This is an optimization exercise on Yosys and OpenROAD, whose aim is small area, a short achievable clock period and few clock cycles per item, not a production implementation.
In this exercise RTL edits were held to simulation tests only and were not proved equivalent to the original.
Power figures rest on the tool's default switching activity, not on a simulated workload.

## job 5455
==> flow/design.v <==
module ssp_xform (
    input  wire        clk,
    input  wire        rst,
    input  wire        cfg_we,
    input  wire [7:0]  cfg_addr,
    input  wire [15:0] cfg_wdata,
    input  wire        cmd_valid,
    output wire        cmd_ready,
    input  wire [63:0] cmd_word,
    output wire        mem_en,
    output wire [14:0] mem_addr,
    input  wire [7:0]  mem_rdata,
    output reg         res_valid,
    input  wire        res_ready,
    output reg  [31:0] res_data,
    output wire [3:0]  res_err
);
    localparam AW = 15;
    reg [AW-1:0]   amask;
    reg [AW:0]     bussize;
    reg [AW:0]     srclen;
    reg            dshare;
    reg [5:0]      gsh;
    reg [4*AW-1:0] aord;     
    reg [3*8-1:0]  dord;     
    reg [3*8-1:0]  eord;
    reg [5*32-1:0] gord;     
    reg        cq_we;
    reg [7:0]  cq_addr;
    reg [15:0] cq_wdata;
    always @(posedge clk) begin
        cq_we    <= cfg_we;
        cq_addr  <= cfg_addr;
        cq_wdata <= cfg_wdata;
    end
    always @(posedge clk) begin
        if (cq_we) begin
            case (cq_addr)
                8'h10: amask   <= cq_wdata[AW-1:0];
                8'h11: bussize <= cq_wdata[AW:0];
                8'h12: srclen  <= cq_wdata[AW:0];
                8'h13: dshare  <= cq_wdata[0];
                8'h16: gsh     <= 6'd32 - cq_wdata[5:0];
                default: ;
            endcase
        end
    end
    genvar k;
    generate
        for (k = 0; k < AW; k = k + 1) begin : g_aord_wr
            always @(posedge clk)
                if (cq_we && cq_addr == 8'h20 + k)
                    aord[4*k +: 4] <= cq_wdata[3:0];
        end
        for (k = 0; k < 8; k = k + 1) begin : g_dord_wr
            always @(posedge clk) begin
                if (cq_we && cq_addr == 8'h40 + k)
                    dord[3*k +: 3] <= cq_wdata[2:0];
                if (cq_we && cq_addr == 8'h48 + k)
                    eord[3*k +: 3] <= cq_wdata[2:0];
            end
        end
        for (k = 0; k < 32; k = k + 1) begin : g_gord_wr
            always @(posedge clk)
                if (cq_we && cq_addr == 8'h60 + k)
                    gord[5*k +: 5] <= cq_wdata[4:0];
        end
    endgenerate
    reg  s_full;
    reg  rdy_q;
    wire go = !s_full;
    assign cmd_ready = rdy_q;
    wire [7:0] w_op  = cmd_word[7:0];
    wire [1:0] w_sel = cmd_word[9:8];
    wire w_rsv8  = |cmd_word[31:10];
    wire w_perm  = (w_op == 8'h10) && !w_rsv8;
    wire w_mem   = (w_op[7:1] == 7'h10) && !w_rsv8 && (w_sel == 2'd0);
    reg        a_valid;
    reg        a_perm;       
    reg        a_mem;        
    reg [1:0]  a_sel;
    reg        a_op0;
    reg [31:0] a_x;
    always @(posedge clk) begin
        if (rst)
            a_valid <= 1'b0;
        else if (go)
            a_valid <= cmd_valid && rdy_q;
        if (go) begin
            a_perm  <= w_perm;
            a_mem   <= w_mem;
            a_sel   <= w_sel;
            a_op0   <= w_op[0];
            a_x     <= {cmd_word[63:32+AW],
                        cmd_word[32+AW-1:32] ^ (amask & {AW{w_mem}})};
        end
    end
    wire a_de = a_sel[1] ^ a_sel[0];
    wire [AW-1:0] pa;
    wire [31:0]   gb;
    generate
        for (k = 0; k < AW; k = k + 1) begin : g_abank
            wire [15:0] xv = {1'b0, a_x[AW-1:0]};
            assign pa[k] = xv[aord[4*(14-k) +: 4]];
        end
        for (k = 0; k < 32; k = k + 1) begin : g_gbank
            wire [4:0] idx;
            if (k < 8) begin : g_de
                wire [2:0] di = a_sel[1] ? eord[3*(7-k) +: 3] : dord[3*(7-k) +: 3];
                assign idx = a_de ? {2'b0, di} : gord[5*(31-k) +: 5];
            end else begin : g_g
                assign idx = gord[5*(31-k) +: 5];
            end
            assign gb[k] = a_x[idx];
        end
    endgenerate
    wire oor  = (|a_x[31:16]) || ({a_x[15], a_x[AW-1:0] ^ amask} >= bussize);
    wire phys = ({1'b0, pa} >= srclen);
    wire ill  = !(a_mem || a_perm) || (a_perm && a_sel == 2'd2 && dshare);
    reg          b_valid;
    reg          b_fetch;      
    reg [AW-1:0] b_pa;         
    reg [AW-1:0] b_lo;         
    reg [31:AW]  b_hi;         
    reg [1:0]    b_kind;
    reg          b_ill;
    reg [1:0]    b_err;
    reg          b_use_e;
    always @(posedge clk) begin
        if (rst) begin
            b_valid <= 1'b0;
            b_fetch <= 1'b0;
        end else if (go) begin
            b_valid <= a_valid;
            b_fetch <= a_valid && a_mem && !oor && !phys;
        end
        if (go) begin
            b_pa    <= pa;
            b_lo    <= a_mem ? a_x[AW-1:0] : gb[AW-1:0];
            b_hi    <= a_mem ? a_x[31:AW]  : gb[31:AW];
            b_kind  <= a_mem ? 2'd0 : {a_sel[1] | a_sel[0], !(a_sel[1] ^ a_sel[0])};
            b_ill   <= ill;
            b_err   <= ill    ? 2'd3 :
                       !a_mem ? 2'd0 :
                       oor    ? 2'd1 :
                       phys   ? 2'd2 : 2'd0;
            b_use_e <= a_op0 && !dshare;
        end
    end
    assign mem_en   = b_fetch;
    assign mem_addr = b_pa;
    wire [31:0] b_g     = {b_hi, b_lo} >> ((b_kind == 2'd3) ? gsh : 6'd0);
    wire [31:0] b_data  = b_ill             ? 32'd0 :
                          (b_kind == 2'd0)  ? {b_hi, b_lo ^ amask} :
                          (b_kind == 2'd1)  ? {17'd0, b_pa} :
                          (b_kind == 2'd2)  ? {24'd0, b_lo[7:0]} : b_g;
    reg        c_valid;
    reg        c_fetch;      
    reg        c_fresh;      
    reg        c_use_e;
    reg [1:0]  c_err;
    reg [31:0] c_data;
    wire [7:0] dx;
    generate
        for (k = 0; k < 8; k = k + 1) begin : g_dperm
            wire [2:0] di = c_use_e ? eord[3*(7-k) +: 3] : dord[3*(7-k) +: 3];
            assign dx[k] = mem_rdata[di];
        end
    endgenerate
    wire c_fix = c_fresh && c_fetch && !go;
    always @(posedge clk) begin
        if (rst) begin
            c_valid <= 1'b0;
            c_fetch <= 1'b0;
            c_fresh <= 1'b0;
        end else if (go) begin
            c_valid <= b_valid;
            c_fetch <= b_fetch;
            c_fresh <= 1'b1;
        end else begin
            c_fresh <= 1'b0;
            if (c_fix) c_fetch <= 1'b0;
        end
        if (go) begin
            c_use_e <= b_use_e;
            c_err   <= b_err;
            c_data  <= b_data;
        end else if (c_fix) begin
            c_data  <= {24'd0, dx};
        end
    end
    wire [31:0] c_res_data = c_fetch ? {24'd0, dx} : c_data;
    wire [2:0]  c_res_err  = {c_err != 2'd0, c_err == 2'd3, c_err == 2'd2};
    reg [2:0]  r_err;
    reg [31:0] s_data;
    reg [2:0]  s_err;
    assign res_err = {1'b0, r_err};
    wire take = res_valid && res_ready;
    always @(posedge clk)
        rdy_q <= !cfg_we && (s_full ? take : (!res_valid || take || !c_valid));
    always @(posedge clk) begin
        if (rst) begin
            res_valid <= 1'b0;
            s_full    <= 1'b0;
        end else if (s_full) begin
            if (take) s_full <= 1'b0;
        end else begin
            if (!res_valid || take)
                res_valid <= c_valid;
            else if (c_valid)
                s_full <= 1'b1;
        end
        if (s_full) begin
            if (take) begin
                res_data <= s_data;
                r_err    <= s_err;
            end
        end else if (!res_valid || take) begin
            res_data <= c_res_data;
            r_err    <= c_res_err;
        end
        if (go) begin
            s_data <= c_res_data;
            s_err  <= c_res_err;
        end
    end
endmodule
==> flow/config.mk <==
export PLATFORM = sky130hd
export DESIGN_NAME = ssp_xform
export DESIGN_NICKNAME = ssp_xform
export VERILOG_FILES = /design/flow/design.v
export SDC_FILE = /design/flow/constraint.sdc
export NUM_CORES = 4
export LEC_CHECK = 0
export ABC_CLOCK_PERIOD_IN_PS = 3000
export CAP_MARGIN = 20
export CORE_MARGIN = 2
export CORE_UTILIZATION = 60
export CTS_BUF_LIST = sky130_fd_sc_hd__clkbuf_8
export CTS_CLUSTER_SIZE = 24
export SLEW_MARGIN = 20
==> flow/constraint.sdc <==
create_clock -name core_clock -period 10.0 [get_ports {clk}]
set_input_delay 2.0000 -clock core_clock [delete_from_list [all_inputs] [get_ports {clk}]]
set_output_delay 2.0000 -clock core_clock [all_outputs]
set_load 0.01 [all_outputs]
standard.sh (not shown) runs the stock make flow with config.mk's settings and CLKGATE_MAP_FILE= SYNTH_SCRIPT=/design/flow/synth_recipe.tcl, a recipe that flattens the netlist after the stock synthesis.
==> flow/flow/run.sh <==
#!/bin/bash
set -euo pipefail
MARGIN=$(cat flow/margin.txt)
bash standard.sh SETUP_SLACK_MARGIN=$MARGIN \
  "BUFFER_PORTS_ARGS=-buffer_cell sky130_fd_sc_hd__buf_2" finish > flow_make.log 2>&1
==> flow/flow/margin.txt <==
6.5
Testbench counts of job 5455, summed over its fixed seeds: cycles 16,040, items 16,000.
## Diff of input files: job 5933 against job 5455
Settings: clearing CTS_BUF_LIST, which used to be sky130_fd_sc_hd__clkbuf_8; clearing CTS_CLUSTER_SIZE, which used to be 24; swapping 60 for 40 in CORE_UTILIZATION.
==> flow/flow/run.sh <==
#!/bin/bash
set -euo pipefail
MARGIN=$(cat flow/margin.txt)
bash standard.sh SETUP_SLACK_MARGIN=$MARGIN finish > flow_make.log 2>&1
Results
In the reports for job 5455 and job 5933, the larger number of inserted filler cells in the final layout belongs to job 5933. [job 5933] via count fell 104 relative to job 5455. On minimum clock period, job 5933 does worse than job 5455. Critical path depth delta for job 5933 relative to job 5455: 8 higher. Delta (job 5933 minus job 5455): buffer share of cell area rose by 2.5 points, final area rose by 4.5%. The higher worst setup slack came out of job 5455. Measured against each other, job 5455 and job 5933 differ in power, the higher figure coming from job 5933. Of job 5455 and job 5933, the run reporting the higher total global routing track utilization was job 5455.
--- input diff job 5933..job 2602 ---
Settings: swapping 40 for 60 in CORE_UTILIZATION.
==> flow/flow/run.sh <==
#!/bin/bash
set -euo pipefail
MARGIN=$(cat flow/margin.txt)
bash standard.sh SETUP_SLACK_MARGIN=$MARGIN \
  "BUFFER_PORTS_ARGS=-buffer_cell sky130_fd_sc_hd__buf_2" finish > flow_make.log 2>&1
==> results.txt <==
No stage failed in job 2602, and the final checks on the layout all came back clean.
Launching element of the worst setup path = a_x[3]: job 2602; launching element of the worst setup path = b_kind[0]: job 5933
From job 5933 to job 2602 the numbers moved as follows: final total power went down about 3%, number of placed instances, taps included went down 337.
Summary — core utilization, job 2602 relative to job 5933: higher, by 21 points.
Job 2602 vs. job 5933: pin slew with the least headroom to its limit higher; logic gate share of total power decreased 0.4 points.
The inputs of job 9673 differ from those of job 2602 as listed below.
Settings: CORE_UTILIZATION now 40, was 60.
==> flow/flow/run.sh <==
#!/bin/bash
set -euo pipefail
MARGIN=$(cat flow/margin.txt)
bash standard.sh SETUP_SLACK_MARGIN=$MARGIN finish > flow_make.log 2>&1
==> flow/flow/margin.txt <==
6.0
Findings:
Job 9673: PASS, flow complete, no timing, DRC or antenna violations. Summary of job 9673 over job 2602: number of instances in the synthesized netlist was more or less identical; peak supply drop went down; areal power density over the cells increased about 3.3%. Of job 9673 and job 2602, it is job 9673 that has the higher routed wire length.

## static timing again, ports no longer ideal
The flow's constraints put no driver on any port. The routed layouts listed below were extracted and timed again, unchanged, in two steps. Step 1, drivers: a clkbuf_16 drives clk and a buf_2 each remaining input, both assumed. Step 2 moves the port delays by t, midway between the first and last clock arrival at a register: inputs arrive t later, outputs are due t later. That takes back most of the time a late clock gives input paths. Slacks: no drivers / after step 1 / after step 2; pairs: no drivers / after step 1.
run | t (ns) | slack for setup (ns) | worst setup path at the end
job 5455 | 0.770 | 6.548 / 6.489 / 6.030 | input to register
job 5933 | 0.675 | 6.497 / 6.485 / 5.961 | input to register
job 2602 | 0.698 | 6.579 / 6.564 / 6.086 | input to register
job 9673 | 0.682 | 6.189 / 6.177 / 5.758 | input to register
After both steps every run listed still meets setup and hold. For job 5933, which loses most, drivers alone change the setup slack by -0.012 ns; drivers and shift together by -0.536 ns.
